Source: an optimization exercise on an open RTL-to-GDS flow (aim: small area, a short achievable clock period and few clock cycles). Production flows keep margins and buffers that such runs may drop.

==> inputs of run E <==
==> flow/design.v <==
module gbn_tx (
    input  wire         clk,
    input  wire         rst,           
    output wire         src_req,
    input  wire         src_valid,
    input  wire [15:0]  src_n,
    input  wire [63:0]  src_data,
    output wire         tx_valid,
    input  wire         tx_ready,
    output wire [15:0]  tx_len,
    output wire [127:0] tx_data,
    output wire         rx_req,
    input  wire         rx_valid,
    input  wire         rx_count,
    input  wire [15:0]  rx_len,
    input  wire [127:0] rx_data,
    output wire         tmr_req,
    input  wire         tmr_ack,
    output wire [1:0]   tmr_cmd,
    output wire [31:0]  tmr_arg,
    input  wire         tmr_expired,
    input  wire [1:0]   sta_addr,
    output reg  [31:0]  sta_data,
    output reg          trace_valid,
    output reg  [3:0]   trace_op,
    output wire         done,
    output wire         flt
);
    localparam integer W          = 8;
    localparam integer M          = 8;
    localparam [31:0]  TIMEOUT_MS = 32'd1000;
    localparam [3:0] OP_INIT = 4'h0, OP_LOOP = 4'h1, OP_SENTINEL = 4'h2,
                     OP_FILL_SKIP = 4'h3, OP_FILL_SEND = 4'h4, OP_FILL_EOF = 4'h5,
                     OP_RX_NONE = 4'h6, OP_RX_DISCARD = 4'h7, OP_ACK_STALE = 4'h8,
                     OP_ACK_AHEAD = 4'h9, OP_ACK_PARTIAL = 4'hA, OP_ACK_DRAIN = 4'hB,
                     OP_TMO_NONE = 4'hC, OP_TMO_SPURIOUS = 4'hD, OP_TMO_RETX = 4'hE;
    localparam [1:0] FC_SEQ_EXHAUSTED = 2'd1, FC_SRC_OVERRUN = 2'd2;
    localparam [3:0] S_SETDUR = 4'd0,  S_STOPI  = 4'd1,  S_SRC    = 4'd2,  S_TXN    = 4'd3,
                     S_FSTART = 4'd4,  S_RX     = 4'd5,  S_ACKC   = 4'd6,  S_TMO    = 4'd7,
                     S_RETX   = 4'd8,  S_RSTART = 4'd9,  S_SENT   = 4'd10, S_END    = 4'd11;
    localparam [1:0] TL_NONE = 2'd0, TL_LOOP = 2'd1, TL_LOOPSKIP = 2'd2, TL_SKIP = 2'd3;
    function [31:0] csa;            
        input [15:0] x, y, z;
        reg   [15:0] c;
        begin
            c   = (x & y) | (x & z) | (y & z);
            csa = {c[14:0], c[15], x ^ y ^ z};
        end
    endfunction
    function [15:0] eac_add;        
        input [15:0] a, b;
        reg   [15:0] p, g, gp, pp, gn, pn, c;
        integer i, k, j;
        begin
            p  = a ^ b;
            g  = a & b;
            gp = g;
            pp = p;
            for (k = 0; k < 4; k = k + 1) begin
                gn = gp;
                pn = pp;
                for (i = 0; i < 16; i = i + 1) begin
                    if ((i >> k) & 1) begin
                        j = ((i >> k) << k) - 1;
                        gn[i] = gp[i] | (pp[i] & gp[j]);
                        pn[i] = pp[i] & pp[j];
                    end
                end
                gp = gn;
                pp = pn;
            end
            c[0] = gp[15];
            for (i = 1; i < 16; i = i + 1)
                c[i] = gp[i-1] | (pp[i-1] & gp[15]);
            eac_add = p ^ c;
        end
    endfunction
    function [63:0] pmask;
        input [63:0] pay;
        input [3:0]  len;
        integer i;
        begin
            for (i = 0; i < M; i = i + 1)
                pmask[8*i +: 8] = (i < len) ? pay[8*i +: 8] : 8'd0;
        end
    endfunction
    function [63:0] pwords;
        input [63:0] pay;
        integer i;
        begin
            for (i = 0; i < M; i = i + 2) begin
                pwords[16*(i/2) + 8 +: 8] = pay[8*i     +: 8];
                pwords[16*(i/2)     +: 8] = pay[8*i + 8 +: 8];
            end
        end
    endfunction
    reg [3:0]   st;
    reg         go_r;          
    reg [15:0]  base;
    reg [15:0]  nxt;
    reg         all_sent;
    reg         all_acked;
    reg         tmr_on;
    reg [1:0]   fault_code;
    reg         done_r, flt_r;
    reg         drain_r;       
    reg [15:0]  txs;
    reg [63:0]  txp;
    reg [3:0]   txl;
    reg [31:0]  txcv;          
    reg [63:0]  slot_pay [0:W-1];
    reg [3:0]   slot_len [0:W-1];
    localparam integer QA = 3;
    localparam integer QD = 1 << QA;
    reg [5:0]   tq_mem [0:QD-1];
    reg [QA-1:0] tq_wp, tq_rp;
    reg [QA:0]  tq_cnt;
    reg [1:0]   tq_tail;
    assign src_req  = (st == S_SRC) && go_r;
    assign rx_req   = (st == S_RX)  && go_r;
    assign tx_valid = (st == S_TXN) || (st == S_RETX) || ((st == S_SENT) && go_r);
    assign tmr_req  = (st == S_SETDUR) || (st == S_FSTART) || (st == S_ACKC) ||
                      (((st == S_STOPI) || (st == S_TMO) || (st == S_RSTART)) && go_r);
    assign tmr_cmd  = (st == S_SETDUR) ? 2'd3 :
                      (st == S_STOPI)  ? 2'd2 :
                      (st == S_TMO)    ? 2'd0 :
                      (st == S_ACKC && drain_r) ? 2'd2 : 2'd1;
    assign tmr_arg  = (st == S_SETDUR) ? TIMEOUT_MS : 32'd0;
    wire [15:0] txck = ~eac_add(txcv[15:0], txcv[31:16]);
    assign tx_data  = {txp, 4'd0, txl, 8'd0, txck[7:0], txck[15:8], 16'd0, txs[7:0], txs[15:8]};
    assign tx_len   = {11'd0, txl[3], ~txl[3], txl[2:0]};
    assign done = done_r;
    assign flt  = flt_r;
    wire [1:0] top_state = !all_sent ? 2'd0 : (all_acked ? 2'd2 : 2'd1);
    always @(*) begin
        case (sta_addr)
            2'd0: sta_data = {M[15:0], W[15:0]};
            2'd1: sta_data = {nxt, base};
            2'd2: sta_data = {18'd0, flt_r ? OP_FILL_SEND : OP_SENTINEL, top_state, fault_code,
                              tmr_on, all_acked, all_sent, flt_r ? 3'd6 : 3'd5};
            default: sta_data = TIMEOUT_MS;
        endcase
    end
    wire [3:0] infl      = nxt[3:0] - base[3:0];    
    wire       win_empty = (infl == 4'd0);
    wire       room      = !infl[3];
    wire       room1     = (infl < 4'd7);            
    wire       fin       = all_sent && all_acked;
    wire       fill_ok   = !all_sent && room;
    wire [15:0] rx_seq  = {rx_data[7:0],   rx_data[15:8]};
    wire [15:0] rx_ack  = {rx_data[23:16], rx_data[31:24]};
    wire [15:0] rx_ck   = {rx_data[39:32], rx_data[47:40]};
    wire [15:0] rx_plen = {rx_data[55:48], rx_data[63:56]};
    wire rx_wellformed = (rx_len >= 16'd8) && (rx_plen <= M) &&
                         ({1'b0, rx_len} >= {1'b0, rx_plen} + 17'd8) && (rx_len <= 16'd16);
    wire [63:0] rx_pw = pwords(pmask(rx_data[127:64], rx_plen[3:0]));
    wire [31:0] r1 = csa(rx_seq, rx_ack, {12'd0, rx_plen[3:0]});
    wire [31:0] r2 = csa(rx_pw[15:0], rx_pw[31:16], rx_pw[47:32]);
    wire [31:0] r3 = csa(r1[15:0], r1[31:16], r2[15:0]);
    wire [31:0] r4 = csa(r3[15:0], r3[31:16], r2[31:16]);
    wire [31:0] r5 = csa(r4[15:0], r4[31:16], rx_pw[63:48]);
    wire [15:0] ra = r5[15:0], rb = r5[31:16], rk = ~rx_ck;
    wire [15:0] rg = (ra & rb) | ((ra | rb) & ~rk);
    wire        rx_sum_ok = ((ra ^ rb ^ rk) == {rg[14:0], rg[15]}) &&
                            !((rk == 16'd0) && ((ra | rb) != 16'd0));
    wire        rx_accepted = rx_wellformed && rx_sum_ok;
    wire ack_stale = (rx_ack < base);
    wire ack_ahead = (rx_ack >= nxt);
    wire [15:0] nxt_m1 = nxt - 16'd1;
    wire ack_drain = (rx_ack == nxt_m1);
    wire [15:0] txs_p1  = txs + 16'd1;
    wire [2:0]  rd_idx  = (st == S_TMO) ? base[2:0] : txs_p1[2:0];
    wire [15:0] rd_seq  = (st == S_TMO) ? base : txs_p1;
    wire        from_src = (st == S_SRC);
    wire [63:0] src_pay = pmask(src_data, src_n[3:0]);
    wire [63:0] f_pay   = from_src ? src_pay     : slot_pay[rd_idx];
    wire [3:0]  f_len   = from_src ? src_n[3:0]  : slot_len[rd_idx];
    wire [15:0] f_seq   = from_src ? nxt         : rd_seq;
    wire [63:0] f_pw = pwords(f_pay);
    wire [31:0] t1 = csa(f_seq, {12'd0, f_len}, f_pw[15:0]);
    wire [31:0] t2 = csa(f_pw[31:16], f_pw[47:32], f_pw[63:48]);
    wire [31:0] t3 = csa(t1[15:0], t1[31:16], t2[15:0]);
    wire [31:0] t4 = csa(t3[15:0], t3[31:16], t2[31:16]);
    reg        push;
    reg [5:0]  push_e;
    wire       pop      = (tq_tail == TL_NONE) && (tq_cnt != 0);
    wire [QA:0] cnt_next = tq_cnt + push - pop;
    wire [1:0] tail_next = (tq_tail != TL_NONE) ? ((tq_tail == TL_LOOPSKIP) ? TL_SKIP : TL_NONE) :
                           pop ? tq_mem[tq_rp][1:0] : TL_NONE;
    always @(*) begin
        push   = 1'b0;
        push_e = 6'd0;
        case (st)
            S_STOPI: if (go_r && tmr_ack) begin
                push = 1'b1; push_e = {OP_INIT, TL_LOOP};
            end
            S_SRC: if (go_r && src_valid) begin
                push = 1'b1;
                if (src_n == 16'd0)
                    push_e = {OP_FILL_EOF, TL_NONE};
                else if (src_n > M || nxt == 16'hFFFF)
                    push_e = {OP_FILL_SEND, TL_NONE};
                else
                    push_e = {OP_FILL_SEND, room1 ? TL_NONE : TL_SKIP};
            end
            S_RX: if (go_r && rx_valid) begin
                push = 1'b1;
                if (!rx_count)         push_e = {OP_RX_NONE, TL_NONE};
                else if (!rx_accepted) push_e = {OP_RX_DISCARD, TL_NONE};
                else if (ack_stale)    push_e = {OP_ACK_STALE, TL_NONE};
                else if (ack_ahead)    push_e = {OP_ACK_AHEAD, TL_NONE};
                else                   push_e = {ack_drain ? OP_ACK_DRAIN : OP_ACK_PARTIAL, TL_NONE};
            end
            S_TMO: if (go_r && tmr_ack) begin
                push = 1'b1;
                if (!tmr_expired || win_empty)
                    push_e = {tmr_expired ? OP_TMO_SPURIOUS : OP_TMO_NONE,
                              fin ? TL_NONE : fill_ok ? TL_LOOP : TL_LOOPSKIP};
                else
                    push_e = {OP_TMO_RETX, TL_NONE};
            end
            S_RSTART: if (go_r && tmr_ack) begin
                push = 1'b1; push_e = {OP_LOOP, fill_ok ? TL_NONE : TL_SKIP};
            end
            S_SENT: if (go_r && tx_ready) begin
                push = 1'b1; push_e = {OP_SENTINEL, TL_NONE};
            end
            default: ;
        endcase
    end
    always @(posedge clk) begin
        if (push) tq_mem[tq_wp] <= push_e;
    end
    always @(posedge clk) begin
        if (rst) begin
            tq_wp       <= 0;
            tq_rp       <= 0;
            tq_cnt      <= 0;
            tq_tail     <= TL_NONE;
            trace_valid <= 1'b0;
            trace_op    <= OP_INIT;
            go_r        <= 1'b0;
        end else begin
            if (push) tq_wp <= tq_wp + 1'b1;
            if (pop)  tq_rp <= tq_rp + 1'b1;
            tq_cnt  <= cnt_next;
            tq_tail <= tail_next;
            go_r    <= (cnt_next < QD);
            if (tq_tail != TL_NONE) begin
                trace_valid <= 1'b1;
                trace_op    <= (tq_tail == TL_SKIP) ? OP_FILL_SKIP : OP_LOOP;
            end else if (pop) begin
                trace_valid <= 1'b1;
                trace_op    <= tq_mem[tq_rp][5:2];
            end else begin
                trace_valid <= 1'b0;
            end
        end
    end
    always @(posedge clk) begin
        if (st == S_SRC && go_r && src_valid) begin
            slot_pay[nxt[2:0]] <= src_pay;
            slot_len[nxt[2:0]] <= src_n[3:0];
        end
    end
    always @(posedge clk) begin
        if ((st == S_SRC) || (st == S_TMO) || (st == S_RETX && tx_ready)) begin
            txp  <= f_pay;
            txl  <= f_len;
            txcv <= t4;
            txs  <= f_seq;
            if (st == S_TMO && fin) begin
                txl  <= 4'd0;
                txcv <= {16'd0, nxt};
                txs  <= nxt;
            end
        end
    end
    always @(posedge clk) begin
        if (rst) begin
            st          <= S_SETDUR;
            base        <= 16'd1;
            nxt         <= 16'd1;
            all_sent    <= 1'b0;
            all_acked   <= 1'b0;
            tmr_on      <= 1'b0;
            fault_code  <= 2'd0;
            done_r      <= 1'b0;
            flt_r       <= 1'b0;
            drain_r     <= 1'b0;
        end else begin
            case (st)
                S_SETDUR: if (tmr_ack) st <= S_STOPI;
                S_STOPI: if (go_r && tmr_ack) begin
                    tmr_on <= 1'b0;
                    st     <= S_SRC;
                end
                S_SRC: if (go_r && src_valid) begin
                    if (src_n == 16'd0) begin
                        all_sent <= 1'b1;
                        if (win_empty) all_acked <= 1'b1;
                        st <= S_RX;
                    end else if (src_n > M || nxt == 16'hFFFF) begin
                        fault_code <= (src_n > M) ? FC_SRC_OVERRUN : FC_SEQ_EXHAUSTED;
                        st <= S_END;
                    end else begin
                        st <= S_TXN;
                    end
                end
                S_TXN: if (tx_ready) begin
                    if (win_empty) begin
                        st <= S_FSTART;
                    end else begin
                        nxt <= nxt + 16'd1;
                        st  <= room1 ? S_SRC : S_RX;
                    end
                end
                S_FSTART: if (tmr_ack) begin
                    tmr_on <= 1'b1;
                    nxt    <= nxt + 16'd1;
                    st     <= S_SRC;
                end
                S_RX: if (go_r && rx_valid) begin
                    if (!rx_count) begin
                        st <= S_TMO;
                    end else if (rx_accepted && !ack_stale && !ack_ahead) begin
                        base    <= rx_ack + 16'd1;
                        drain_r <= ack_drain;
                        st      <= S_ACKC;
                    end
                end
                S_ACKC: if (tmr_ack) begin
                    if (drain_r) begin
                        tmr_on <= 1'b0;
                        if (all_sent) all_acked <= 1'b1;
                    end else begin
                        tmr_on <= 1'b1;
                    end
                    st <= S_RX;
                end
                S_TMO: if (go_r && tmr_ack) begin
                    if (!tmr_expired || win_empty)
                        st <= fin ? S_SENT : fill_ok ? S_SRC : S_RX;
                    else
                        st <= S_RETX;
                end
                S_RETX: if (tx_ready) begin
                    if (txs_p1 == nxt) st <= S_RSTART;
                end
                S_RSTART: if (go_r && tmr_ack) begin
                    tmr_on <= 1'b1;
                    st     <= fill_ok ? S_SRC : S_RX;
                end
                S_SENT: if (go_r && tx_ready) st <= S_END;
                default: begin    
                    if (cnt_next == 0 && tail_next == TL_NONE) begin
                        if (fault_code != 2'd0) flt_r  <= 1'b1;
                        else                    done_r <= 1'b1;
                    end
                end
            endcase
        end
    end
endmodule
==> flow/run.sh <==
#!/bin/bash
# synth_recipe.tcl (not shown) runs the flow's synth.tcl, then flattens the netlist and writes it again
# the make line also repeats each setting of config.mk as NAME=value (left out here)
make -C /OpenROAD-flow-scripts/flow DESIGN_CONFIG=/design/flow/config.mk WORK_HOME=/design/flow/orfs CLKGATE_MAP_FILE= SYNTH_SCRIPT=/design/flow/synth_recipe.tcl finish
==> flow/config.mk <==
export PLATFORM = sky130hd
export DESIGN_NAME = gbn_tx
export DESIGN_NICKNAME = gbn_tx
export VERILOG_FILES = /design/flow/design.v
export SDC_FILE = /design/flow/constraint.sdc
export NUM_CORES = 4
export LEC_CHECK = 0
export CAP_MARGIN = 20
export CORE_MARGIN = 2
export CORE_UTILIZATION = 40
export CTS_BUF_LIST = sky130_fd_sc_hd__clkbuf_4 sky130_fd_sc_hd__clkbuf_8
export SETUP_SLACK_MARGIN = 5
export SLEW_MARGIN = 20
==> flow/constraint.sdc <==
create_clock -name core_clock -period 13.0 [get_ports {clk}]
set_input_delay 2.6000 -clock core_clock [delete_from_list [all_inputs] [get_ports {clk}]]
set_output_delay 2.6000 -clock core_clock [all_outputs]
set_load 0.01 [all_outputs]
==> run D: changes against run E <==
--- a/flow/design.v
+++ b/flow/design.v
@@ -47,50 +47,22 @@
             csa = {c[14:0], c[15], x ^ y ^ z};
         end
     endfunction
-    function [15:0] eac_add;        
+    function [15:0] eac_add;
         input [15:0] a, b;
-        reg   [15:0] p, g, gp, pp, gn, pn, c;
-        integer i, k, j;
+        reg   [16:0] s;
         begin
-            p  = a ^ b;
-            g  = a & b;
-            gp = g;
-            pp = p;
-            for (k = 0; k < 4; k = k + 1) begin
-                gn = gp;
-                pn = pp;
-                for (i = 0; i < 16; i = i + 1) begin
-                    if ((i >> k) & 1) begin
-                        j = ((i >> k) << k) - 1;
-                        gn[i] = gp[i] | (pp[i] & gp[j]);
-                        pn[i] = pp[i] & pp[j];
-                    end
-                end
-                gp = gn;
-                pp = pn;
-            end
-            c[0] = gp[15];
-            for (i = 1; i < 16; i = i + 1)
-                c[i] = gp[i-1] | (pp[i-1] & gp[15]);
-            eac_add = p ^ c;
-        end
-    endfunction
-    function [63:0] pmask;
-        input [63:0] pay;
-        input [3:0]  len;
-        integer i;
-        begin
-            for (i = 0; i < M; i = i + 1)
-                pmask[8*i +: 8] = (i < len) ? pay[8*i +: 8] : 8'd0;
+            s       = {1'b0, a} + {1'b0, b};
+            eac_add = s[15:0] + {15'd0, s[16]};
         end
     endfunction
     function [63:0] pwords;
         input [63:0] pay;
+        input [3:0]  len;
         integer i;
         begin
             for (i = 0; i < M; i = i + 2) begin
-                pwords[16*(i/2) + 8 +: 8] = pay[8*i     +: 8];
-                pwords[16*(i/2)     +: 8] = pay[8*i + 8 +: 8];
+                pwords[16*(i/2) + 8 +: 8] = (i     < len) ? pay[8*i     +: 8] : 8'd0;
+                pwords[16*(i/2)     +: 8] = (i + 1 < len) ? pay[8*i + 8 +: 8] : 8'd0;
             end
         end
     endfunction
@@ -105,9 +77,6 @@
     reg         done_r, flt_r;
     reg         drain_r;       
     reg [15:0]  txs;
-    reg [63:0]  txp;
-    reg [3:0]   txl;
-    reg [31:0]  txcv;          
     reg [63:0]  slot_pay [0:W-1];
     reg [3:0]   slot_len [0:W-1];
     localparam integer QA = 3;
@@ -126,7 +95,14 @@
                       (st == S_TMO)    ? 2'd0 :
                       (st == S_ACKC && drain_r) ? 2'd2 : 2'd1;
     assign tmr_arg  = (st == S_SETDUR) ? TIMEOUT_MS : 32'd0;
-    wire [15:0] txck = ~eac_add(txcv[15:0], txcv[31:16]);
+    wire [63:0] txp  = slot_pay[txs[2:0]];
+    wire [3:0]  txl  = (st == S_SENT) ? 4'd0 : slot_len[txs[2:0]];
+    wire [63:0] t_pw = pwords(txp, txl);
+    wire [31:0] t1 = csa(txs, {12'd0, txl}, t_pw[15:0]);
+    wire [31:0] t2 = csa(t_pw[31:16], t_pw[47:32], t_pw[63:48]);
+    wire [31:0] t3 = csa(t1[15:0], t1[31:16], t2[15:0]);
+    wire [31:0] t4 = csa(t3[15:0], t3[31:16], t2[31:16]);
+    wire [15:0] txck = ~eac_add(t4[15:0], t4[31:16]);
     assign tx_data  = {txp, 4'd0, txl, 8'd0, txck[7:0], txck[15:8], 16'd0, txs[7:0], txs[15:8]};
     assign tx_len   = {11'd0, txl[3], ~txl[3], txl[2:0]};
     assign done = done_r;
@@ -153,7 +129,7 @@
     wire [15:0] rx_plen = {rx_data[55:48], rx_data[63:56]};
     wire rx_wellformed = (rx_len >= 16'd8) && (rx_plen <= M) &&
                          ({1'b0, rx_len} >= {1'b0, rx_plen} + 17'd8) && (rx_len <= 16'd16);
-    wire [63:0] rx_pw = pwords(pmask(rx_data[127:64], rx_plen[3:0]));
+    wire [63:0] rx_pw = pwords(rx_data[127:64], rx_plen[3:0]);
     wire [31:0] r1 = csa(rx_seq, rx_ack, {12'd0, rx_plen[3:0]});
     wire [31:0] r2 = csa(rx_pw[15:0], rx_pw[31:16], rx_pw[47:32]);
     wire [31:0] r3 = csa(r1[15:0], r1[31:16], r2[15:0]);
@@ -168,19 +144,7 @@
     wire ack_ahead = (rx_ack >= nxt);
     wire [15:0] nxt_m1 = nxt - 16'd1;
     wire ack_drain = (rx_ack == nxt_m1);
-    wire [15:0] txs_p1  = txs + 16'd1;
-    wire [2:0]  rd_idx  = (st == S_TMO) ? base[2:0] : txs_p1[2:0];
-    wire [15:0] rd_seq  = (st == S_TMO) ? base : txs_p1;
-    wire        from_src = (st == S_SRC);
-    wire [63:0] src_pay = pmask(src_data, src_n[3:0]);
-    wire [63:0] f_pay   = from_src ? src_pay     : slot_pay[rd_idx];
-    wire [3:0]  f_len   = from_src ? src_n[3:0]  : slot_len[rd_idx];
-    wire [15:0] f_seq   = from_src ? nxt         : rd_seq;
-    wire [63:0] f_pw = pwords(f_pay);
-    wire [31:0] t1 = csa(f_seq, {12'd0, f_len}, f_pw[15:0]);
-    wire [31:0] t2 = csa(f_pw[31:16], f_pw[47:32], f_pw[63:48]);
-    wire [31:0] t3 = csa(t1[15:0], t1[31:16], t2[15:0]);
-    wire [31:0] t4 = csa(t3[15:0], t3[31:16], t2[31:16]);
+    wire [15:0] txs_p1 = txs + 16'd1;
     reg        push;
     reg [5:0]  push_e;
     wire       pop      = (tq_tail == TL_NONE) && (tq_cnt != 0);
@@ -259,22 +223,17 @@
     end
     always @(posedge clk) begin
         if (st == S_SRC && go_r && src_valid) begin
-            slot_pay[nxt[2:0]] <= src_pay;
+            slot_pay[nxt[2:0]] <= src_data;
             slot_len[nxt[2:0]] <= src_n[3:0];
         end
     end
     always @(posedge clk) begin
-        if ((st == S_SRC) || (st == S_TMO) || (st == S_RETX && tx_ready)) begin
-            txp  <= f_pay;
-            txl  <= f_len;
-            txcv <= t4;
-            txs  <= f_seq;
-            if (st == S_TMO && fin) begin
-                txl  <= 4'd0;
-                txcv <= {16'd0, nxt};
-                txs  <= nxt;
-            end
-        end
+        if (st == S_SRC)
+            txs <= nxt;
+        else if (st == S_TMO)
+            txs <= fin ? nxt : base;
+        else if (st == S_RETX && tx_ready)
+            txs <= txs_p1;
     end
     always @(posedge clk) begin
         if (rst) begin
--- a/flow/config.mk
+++ b/flow/config.mk
@@ -8,6 +8,4 @@
 export CAP_MARGIN = 20
 export CORE_MARGIN = 2
 export CORE_UTILIZATION = 40
-export CTS_BUF_LIST = sky130_fd_sc_hd__clkbuf_4 sky130_fd_sc_hd__clkbuf_8
-export SETUP_SLACK_MARGIN = 5
 export SLEW_MARGIN = 20
==> notes <==
Against run D, the register-to-register slack of run E is worse by 2.2 ns. Of run D and run E, run E has the higher die area (gap about 11%, measured against run E). Against run D, the design area of run E is larger by 11%. In run E the clock skew is higher than in run D, by 0.024 ns. Critical path depth: run D is higher than run E (14). Run D ran to the end with no violations. Run E completed with no timing, DRC or antenna violations. Sequential cell count: run D is lower than run E (97). Of run D and run E, run E has the higher first-iteration DRC count (gap about 17%, measured against run E).
==> figures <==
	run D	run E
Result of the run	timing/DRC/antenna clean	timing/DRC/antenna clean
Comb_multi_in	1608	2413
Clock Root Buffer	sky130_fd_sc_hd__clkbuf_16	sky130_fd_sc_hd__clkbuf_8
Total length of routed met2 wires	49.33 mm	59.37 mm
Detailed-placement wirelength estimate	74.76 mm	79.28 mm
Routed metal-1 wirelength	43.69 mm	51.98 mm
Capture point of the critical path	tx_data[39]	tq_mem[7][4]
Number of cells on the critical path	32	18
Endpoint, Worst Hold	tq_rp[1]	trace_op[0]
Placed cell count	4081	5166
Total routing resource utilization after global routing	0.2240	0.2357
Area fraction of the dominant cell type after synthesis	0.5064	0.5244
Number of placement rows	110	116
Upper clock frequency limit	0.08666 GHz	0.1287 GHz
Post-cts resize count	0	10
No functional check of the RTL was part of any run of this note.

[static timing again, ports no longer ideal]
Ports are ideal in the flow. The routed layouts listed here were re-timed in OpenROAD.
Step 1 (the two cells are an assumption about what drives the block):
set clk [get_ports {clk}]
set_driving_cell -lib_cell sky130_fd_sc_hd__clkbuf_16 $clk
set_driving_cell -lib_cell sky130_fd_sc_hd__buf_2 [delete_from_list [all_inputs] $clk]
Step 2 also shifts input and output timing later by t, the mid clock arrival at the registers, as if the neighbouring blocks saw the same clock.
a / b / c = no drivers / after step 1 / after step 2; a / b = the first two.
run | shift t [ns] | setup slack, ns | worst data-port slew with drivers (ns)
run E | 0.857 | 5.227 / 5.266 / 4.409 | 0.13
run D | 0.694 | 1.461 / 1.395 / 2.088 | 0.14
After both steps setup and hold are still met in every run listed. The setup slack of run E, which loses most, moves by +0.039 ns with the drivers and by -0.818 ns with both steps.
